What follows belongs to an exercise in optimizing a design on an open flow for small area, a short achievable clock period and few clock cycles; a production flow would make more cautious choices. At most, simulation tests tie the RTL to the original design; equivalence was not proved. No activity file was given, so power comes from the tool's default toggle rates.

==> inputs of wip/onyx <==
Design scc, start of the top module:
module scc (
    input  wire        clk,
    input  wire        rst,           
    input  wire        cmd_valid,
    input  wire [7:0]  cmd,
    output reg         ready,
    input  wire        ofs_we,
    input  wire [31:0] ofs_wdata,
    output reg  [31:0] ofs,
    output wire [31:0] msf,           
    output reg  [31:0] edc,
    output wire [31:0] status,
    output reg         mem_en,
    output reg         mem_we,
    output reg  [11:0] mem_addr,
    output reg  [7:0]  mem_wdata,
    input  wire [7:0]  mem_rdata
);
export LEC_CHECK = 0
export ABC_AREA = 1
export CAP_MARGIN = 20
export CORE_MARGIN = 2
export CORE_UTILIZATION = 40
export PLACE_DENSITY = 0.6
export SLEW_MARGIN = 20
create_clock -name core_clock -period 27.0 [get_ports {clk}]
run.sh (not shown) runs the stock make flow with config.mk's settings and CLKGATE_MAP_FILE= SYNTH_SCRIPT=/design/flow/synth_recipe.tcl, a recipe that flattens the netlist after the stock synthesis.
==> wip/violet (differences from wip/onyx) <==
--- a/flow/design.v
+++ b/flow/design.v
@@ -166,10 +166,11 @@
     reg [5:0]  ms;
     reg [6:0]  mm;
     reg [4:0]  mc;
     reg        mbit;
     reg        mdone, mbad;
+    reg        conv_req;     
     wire [19:0] a150 = {1'b0, ofs[18:0]} + 20'd150;
     wire [7:0]  f2   = {mf, mbit};
     wire        fge  = (f2 >= 8'd75);
     wire [7:0]  f2s  = f2 - 8'd75;
     wire [6:0]  s2   = {ms, fge};
@@ -311,35 +312,31 @@
                 mf   <= fge ? f2s[6:0] : f2[6:0];
                 ms   <= sge ? s2s[5:0] : s2[5:0];
                 mm   <= {mm[5:0], sge};
             end
         end
+        conv_req <= 1'b0;
+        if (conv_req)
+            conv_start;
+        if (ofs_we)                              
+            ofs <= ofs_wdata;
         if (rst) begin
             go_idle;
-            ofs     <= 32'd0;
-            msf_lo  <= 24'd0;
-            msf_hi  <= 1'b0;
-            edc     <= 32'd0;
-            sync_ok <= 1'b0;
-            form2   <= 1'b0;
-            blank   <= 1'b0;
-            addr_ok <= 1'b0;
-            err     <= 1'b0;
-            cause   <= 2'd0;
-            fcmd    <= 8'h00;
-            mem_en  <= 1'b0;
-            mem_we  <= 1'b0;
-            conv_start;
+            busy     <= 1'b1;
+            ready    <= 1'b0;
+            st_disp  <= 1'b1;
+            op_rst   <= 1'b1;
+            mem_en   <= 1'b0;
+            mem_we   <= 1'b0;
+            conv_req <= 1'b1;
         end else begin
             if (!busy) begin
-                if (ofs_we) begin
-                    ofs <= ofs_wdata;
-                    conv_start;
-                end
+                if (ofs_we)
+                    conv_req <= 1'b1;
+                op     <= cmd;
+                op_rst <= (cmd == 8'hFF);
                 if (cmd_valid) begin
-                    op      <= cmd;
-                    op_rst  <= (cmd == 8'hFF);
                     busy    <= 1'b1;
                     ready   <= 1'b0;
                     st_disp <= 1'b1;
                 end
             end
@@ -355,11 +352,11 @@
                     blank   <= 1'b0;
                     addr_ok <= 1'b0;
                     err     <= 1'b0;
                     cause   <= 2'd0;
                     fcmd    <= 8'h00;
-                    conv_start;
+                    conv_req <= 1'b1;
                     go_idle;
                 end else if (err) begin
                     go_idle;                         
                 end else begin
                     case (op)
==> flow/flow/run.sh (new file) <==
#!/bin/bash
# The standard layout (standard.sh) with these changes:
# - port buffers are buf_2 cells instead of the default delay buffers;
# - the timing repair aims for a period well below the clock's (a setup
#   margin), may size cells to other footprints, and repairs the worst
#   endpoint only.
# ORFS writes each step's full log under orfs/logs; make's own output goes to
# flow_make.log here.
set -o pipefail
bash standard.sh SETUP_SLACK_MARGIN=${SCC_SETUP_MARGIN:-20.5} MATCH_CELL_FOOTPRINT=0 \
    TNS_END_PERCENT=0 "BUFFER_PORTS_ARGS=-buffer_cell sky130_fd_sc_hd__buf_2" \
    finish > flow_make.log 2>&1
==> flow/standard.sh (new file) <==
#!/bin/bash
# synth_recipe.tcl (not shown) runs the flow's synth.tcl, then flattens the netlist and writes it again
# the make line also repeats each setting of config.mk as NAME=value (left out here)
make -C /OpenROAD-flow-scripts/flow DESIGN_CONFIG=/design/flow/config.mk WORK_HOME=/design/flow/orfs CLKGATE_MAP_FILE= SYNTH_SCRIPT=/design/flow/synth_recipe.tcl "${@:-finish}"
Settings changed: ABC_AREA 1 to unset, CORE_UTILIZATION 40 to 65, PLACE_DENSITY 0.6 to 0.8.
removed: flow/run.sh
==> wip/yarrow (differences from wip/onyx) <==
--- a/flow/design.v
+++ b/flow/design.v
@@ -166,48 +166,52 @@
     reg [5:0]  ms;
     reg [6:0]  mm;
     reg [4:0]  mc;
     reg        mbit;
     reg        mdone, mbad;
+    reg        conv_req;     
     wire [19:0] a150 = {1'b0, ofs[18:0]} + 20'd150;
     wire [7:0]  f2   = {mf, mbit};
     wire        fge  = (f2 >= 8'd75);
     wire [7:0]  f2s  = f2 - 8'd75;
     wire [6:0]  s2   = {ms, fge};
     wire        sge  = (s2 >= 7'd60);
     wire [6:0]  s2s  = s2 - 7'd60;
     reg        busy;         
     reg        st_disp, st_waitm, st_msfw, st_chk, st_edc, st_wr, st_fin;
-    reg        st_erd, st_eb1, st_eb2, st_ew0, st_ew1;
+    reg        st_erd;       
     reg [7:0]  op;           
     reg        op_rst;       
     reg        back;         
     reg [11:0] ptr;          
     reg        rv1, rv2;     
     reg [7:0]  rd_q;
     reg        layer_q;      
-    reg [11:0] cw_start;     
     reg [7:0]  wp;           
-    reg [5:0]  minor;
+    reg [5:0]  minor;        
+    reg        drain;        
+    reg [3:0]  wpend;        
+    reg        fresh;        
     reg [7:0]  acc_a, acc_b;
     wire op_synth  = op[5];
     wire op_clr    = op[4] & ~op[1] & ~op[0];
     wire op_wrsync = op[4] & op[0];
     wire op_wraddr = op[4] & op[1];
     wire [5:0]  ecc_last = layer_q ? 6'd42 : 6'd23;
     wire        ecc_wrap = layer_q ? (ptr >= 12'd2160) : (ptr >= 12'd1990);
     wire [11:0] ecc_step = layer_q ? (ecc_wrap ? 12'd88 - 12'd2236 : 12'd88)
                                    : (ecc_wrap ? 12'd86 - 12'd2064 : 12'd86);
     wire [11:0] ecc_cnt  = layer_q ? 12'd52 : 12'd86;
+    wire [11:0] ecc_next = !layer_q ? -12'd1977 :
+                           (ptr >= 12'd1472) ? (ptr[0] ? -12'd1375 : -12'd1459)
+                                             : (ptr[0] ?  12'd861  :  12'd777);
+    wire        ecc_lastrd = (minor == ecc_last);
     wire [7:0]  wp_end   = layer_q ? 8'hFB : (op_synth ? 8'h1F : 8'h71);
     reg  [11:0] k_add;
     always @(*) begin
         k_add = 12'd1;
-        if (st_erd) k_add = ecc_step;
-        if (st_eb1) k_add = (layer_q & ptr[0]) ? 12'd85 : 12'd1;
-        if (st_ew0) k_add = ecc_cnt;
-        if (st_ew1) k_add = 12'd1 - ecc_cnt;
+        if (st_erd) k_add = ecc_lastrd ? ecc_next : ecc_step;
         if (st_chk & back) k_add = 12'hFFF;
     end
     wire [11:0] p_sum = ptr + k_add;
     wire [1:0] hidx = st_chk ? {ptr[1] ^ ptr[0], ~ptr[0]} : ptr[1:0];
     wire [6:0] hval = (hidx == 2'd0) ? mm : (hidx == 2'd1) ? {1'b0, ms} : mf;
@@ -240,21 +244,24 @@
             end
         endcase
     end
     wire chk_ok = (rd_q == chk_exp);
     wire [31:0] crc_next = (edc >> 8) ^ edc_lut(edc[7:0] ^ rd_q);
-    wire [7:0]  acc_a_n = gf_mul2(acc_a ^ rd_q);
-    wire [7:0]  acc_b_n = acc_b ^ rd_q;
+    wire [7:0]  acc_a_n = gf_mul2((fresh ? 8'h00 : acc_a) ^ rd_q);
+    wire [7:0]  acc_b_n = (fresh ? 8'h00 : acc_b) ^ rd_q;
+    wire        wslot0 = st_erd & wpend[2];
+    wire        wslot1 = st_erd & wpend[3];
+    wire [11:0] wa0    = {4'h8, wp};
+    wire [11:0] wa1    = wa0 + ecc_cnt;
     wire [7:0]  ecc_p0  = gf_mul(gf_mul2(acc_a_n) ^ acc_b_n, 8'hF4);
     task go_idle;
         begin
             busy     <= 1'b0;
             ready    <= 1'b1;
             st_disp  <= 1'b0; st_waitm <= 1'b0; st_msfw <= 1'b0; st_chk <= 1'b0;
             st_edc   <= 1'b0; st_wr    <= 1'b0; st_fin  <= 1'b0;
-            st_erd   <= 1'b0; st_eb1   <= 1'b0; st_eb2  <= 1'b0; st_ew0 <= 1'b0;
-            st_ew1   <= 1'b0;
+            st_erd   <= 1'b0;
         end
     endtask
     task fault;
         input [1:0] c;
         begin
@@ -268,15 +275,15 @@
         input q;
         begin
             st_erd   <= 1'b1;
             layer_q  <= q;
             ptr      <= 12'd12;
-            cw_start <= 12'd12;
             wp       <= q ? 8'hC8 : 8'h1C;
             minor    <= 6'd0;
-            acc_a    <= 8'd0;
-            acc_b    <= 8'd0;
+            drain    <= 1'b0;
+            wpend    <= 4'd0;
+            fresh    <= 1'b1;
         end
     endtask
     task conv_start;
         begin
             mc    <= 5'd18;
@@ -285,24 +292,28 @@
             mf    <= 7'd0;
             ms    <= 6'd0;
             mm    <= 7'd0;
         end
     endtask
-    wire iss_rd = st_chk | st_edc | st_erd;
-    wire iss_wr = st_wr | st_ew0 | st_ew1;
+    wire ecc_rd = st_erd & ~drain & ~wpend[2] & ~wpend[3];
+    wire iss_rd = st_chk | st_edc | ecc_rd;
+    wire iss_wr = st_wr | wslot0 | wslot1;
     always @(posedge clk) begin
-        mem_addr  <= ptr;
+        mem_addr  <= wslot0 ? wa0 : wslot1 ? wa1 : ptr;
         mem_en    <= iss_rd | iss_wr;
         mem_we    <= iss_wr;
-        mem_wdata <= st_ew0 ? ecc_p0 : st_ew1 ? (mem_wdata ^ acc_b) : wr_data;
+        mem_wdata <= wslot0 ? ecc_p0 : wslot1 ? (mem_wdata ^ acc_b) : wr_data;
         rv1       <= mem_en & ~mem_we & busy;
         rv2       <= rv1 & busy;
         rd_q      <= mem_rdata;
         if (rv2) begin
             acc_a <= acc_a_n;
             acc_b <= acc_b_n;
+            fresh <= 1'b0;
         end
+        if (wslot0)
+            fresh <= 1'b1;
         if (!mdone) begin
             if (mc == 5'd30) begin
                 mdone <= 1'b1;
                 mbad  <= (|ofs[31:19]) | a150[19] | (mm >= 7'd100);
             end else begin
@@ -311,35 +322,22 @@
                 mf   <= fge ? f2s[6:0] : f2[6:0];
                 ms   <= sge ? s2s[5:0] : s2[5:0];
                 mm   <= {mm[5:0], sge};
             end
         end
-        if (rst) begin
-            go_idle;
-            ofs     <= 32'd0;
-            msf_lo  <= 24'd0;
-            msf_hi  <= 1'b0;
-            edc     <= 32'd0;
-            sync_ok <= 1'b0;
-            form2   <= 1'b0;
-            blank   <= 1'b0;
-            addr_ok <= 1'b0;
-            err     <= 1'b0;
-            cause   <= 2'd0;
-            fcmd    <= 8'h00;
-            mem_en  <= 1'b0;
-            mem_we  <= 1'b0;
+        conv_req <= 1'b0;
+        if (conv_req)
             conv_start;
-        end else begin
+        if (ofs_we)                              
+            ofs <= ofs_wdata;
+        begin
             if (!busy) begin
-                if (ofs_we) begin
-                    ofs <= ofs_wdata;
-                    conv_start;
-                end
+                if (ofs_we)
+                    conv_req <= 1'b1;
+                op     <= cmd;
+                op_rst <= (cmd == 8'hFF);
                 if (cmd_valid) begin
-                    op      <= cmd;
-                    op_rst  <= (cmd == 8'hFF);
                     busy    <= 1'b1;
                     ready   <= 1'b0;
                     st_disp <= 1'b1;
                 end
             end
@@ -355,11 +353,11 @@
                     blank   <= 1'b0;
                     addr_ok <= 1'b0;
                     err     <= 1'b0;
                     cause   <= 2'd0;
                     fcmd    <= 8'h00;
-                    conv_start;
+                    conv_req <= 1'b1;
                     go_idle;
                 end else if (err) begin
                     go_idle;                         
                 end else begin
                     case (op)
@@ -451,48 +449,42 @@
                     st_wr  <= 1'b1;
                     ptr    <= 12'd2072;
                 end
             end
             if (st_erd) begin
-                if (minor == ecc_last) begin
-                    st_erd <= 1'b0;
-                    st_eb1 <= 1'b1;
-                    ptr    <= cw_start;
-                end else begin
-                    minor <= minor + 6'd1;
-                    ptr   <= p_sum;
-                end
-            end
-            if (st_eb1) begin
-                st_eb1   <= 1'b0;
-                st_eb2   <= 1'b1;
-                cw_start <= (op_synth && layer_q && ptr == 12'd13) ? 12'd1990 : p_sum;
-                ptr      <= {4'h8, wp};
-            end
-            if (st_eb2) begin
-                st_eb2 <= 1'b0;
-                st_ew0 <= 1'b1;
-            end
-            if (st_ew0) begin
-                st_ew0 <= 1'b0;
-                st_ew1 <= 1'b1;
-                ptr    <= p_sum;
-            end
-            if (st_ew1) begin
-                st_ew1 <= 1'b0;
-                acc_a  <= 8'd0;
-                acc_b  <= 8'd0;
-                wp     <= (op_synth && layer_q && wp == 8'hC9) ? 8'hF6 : p_sum[7:0];
-                if (wp == wp_end) begin
-                    if (op_synth && !layer_q)
-                        ecc_start(1'b1);
-                    else
-                        st_fin <= 1'b1;
-                end else begin
-                    st_erd <= 1'b1;
-                    minor  <= 6'd0;
-                    ptr    <= cw_start;
+                wpend <= {wpend[2:0], 1'b0};
+                if (ecc_rd) begin
+                    ptr <= p_sum;
+                    if (ecc_lastrd) begin
+                        wpend[0] <= 1'b1;
+                        minor    <= 6'd0;
+                        if (wp == wp_end)
+                            drain <= 1'b1;
+                        if (op_synth && layer_q && wp == 8'hC9)
+                            ptr <= 12'd1990;         
+                    end else
+                        minor <= minor + 6'd1;
+                end
+                if (wslot1) begin
+                    wp <= (op_synth && layer_q && wp == 8'hC9) ? 8'hF6 : wp + 8'd1;
+                    if (drain) begin
+                        st_erd <= 1'b0;
+                        if (op_synth && !layer_q)
+                            ecc_start(1'b1);
+                        else
+                            st_fin <= 1'b1;
+                    end
                 end
             end
         end
+        if (rst) begin
+            go_idle;
+            busy     <= 1'b1;
+            ready    <= 1'b0;
+            st_disp  <= 1'b1;
+            op_rst   <= 1'b1;
+            mem_en   <= 1'b0;
+            mem_we   <= 1'b0;
+            conv_req <= 1'b1;
+        end
     end
 endmodule
==> flow/flow/run.sh (new file) <==
#!/bin/bash
# The standard layout (standard.sh) with these changes:
# - port buffers are buf_2 cells instead of the default delay buffers;
# - the timing repair aims for a period well below the clock's (a setup
#   margin), may size cells to other footprints, and repairs the worst
#   endpoint only.
# ORFS writes each step's full log under orfs/logs; make's own output goes to
# flow_make.log here.
set -o pipefail
bash standard.sh SETUP_SLACK_MARGIN=${SCC_SETUP_MARGIN:-20.5} MATCH_CELL_FOOTPRINT=0 \
    TNS_END_PERCENT=0 "BUFFER_PORTS_ARGS=-buffer_cell sky130_fd_sc_hd__buf_2" \
    finish > flow_make.log 2>&1
==> flow/standard.sh (new file) <==
#!/bin/bash
# synth_recipe.tcl (not shown) runs the flow's synth.tcl, then flattens the netlist and writes it again
# the make line also repeats each setting of config.mk as NAME=value (left out here)
make -C /OpenROAD-flow-scripts/flow DESIGN_CONFIG=/design/flow/config.mk WORK_HOME=/design/flow/orfs CLKGATE_MAP_FILE= SYNTH_SCRIPT=/design/flow/synth_recipe.tcl "${@:-finish}"
Settings changed: ABC_AREA 1 to unset, CTS_CLUSTER_DIAMETER set to 100, CTS_CLUSTER_SIZE set to 24.
removed: flow/run.sh
==> wip/nickel (differences from wip/onyx) <==
Settings changed: ABC_AREA 1 to unset.
==> results.txt <==
- Worst setup slack: wip/yarrow > wip/violet > wip/nickel > wip/onyx.
- The highest cell count belongs to wip/onyx, the lowest to wip/violet.
- In wip/onyx the global-route usage is higher than in wip/nickel, by 0.95 points.
- Count of clock-buffer cells in the layout: wip/nickel > wip/onyx > wip/violet > wip/yarrow.
- Between wip/nickel and wip/yarrow, the lower worst hold slack is in wip/nickel (gap 0.032 ns).
- Sequential share of layout area: wip/violet is higher than wip/onyx (6.4 points).
- Combinational power is about the same in wip/yarrow and wip/violet.
- First-iteration DRC count: wip/yarrow < wip/onyx < wip/nickel < wip/violet.
- Against wip/nickel, the register-to-register slack of wip/onyx is higher by 0.47 ns.
Testbench counts of wip/onyx, summed over its fixed seeds: cycles 417,718.
Testbench counts of wip/yarrow, summed over its fixed seeds: cycles 406,049.
Testbench counts of wip/nickel, summed over its fixed seeds: cycles 417,718.
No functional check of the RTL was part of wip/violet.

port drivers added, routing unchanged:
How much do the figures lean on ideal ports? The routed layouts below were timed once more, with nothing changed but the port constraints. Step 1: set_driving_cell puts a clkbuf_16 on clk and a buf_2 on each other input, an assumption about the parent block. Step 2 adds t to the input delays and takes it off the output delays; t is the mean of the earliest and latest rising clock arrival at the registers after step 1. Input paths then give back, and output paths get back, about the clock's delay inside the block. Three values: ideal, step 1, step 2; two values: the first two.
| run | shift t [ns] | setup WS [ns] | worst setup path after step 2 | worst register clock-pin slew, ns | pins driven straight from the clock port |
|---|---|---|---|---|---|
| wip/onyx | 0.613 | 19.189 / 19.222 / 18.609 | input to register | 0.07 / 0.07 | 1 |
| wip/violet | 0.587 | 20.362 / 20.311 / 19.937 | input to register | 0.07 / 0.07 | 1 |
| wip/yarrow | 0.544 | 20.467 / 20.412 / 20.363 | input to register | 0.10 / 0.10 | 1 |
| wip/nickel | 0.615 | 19.807 / 19.839 / 19.224 | input to register | 0.06 / 0.06 | 1 |
After both steps setup and hold are still met in every run listed. For wip/nickel, which loses most, drivers alone change the setup slack by +0.032 ns; drivers and shift together by -0.583 ns.
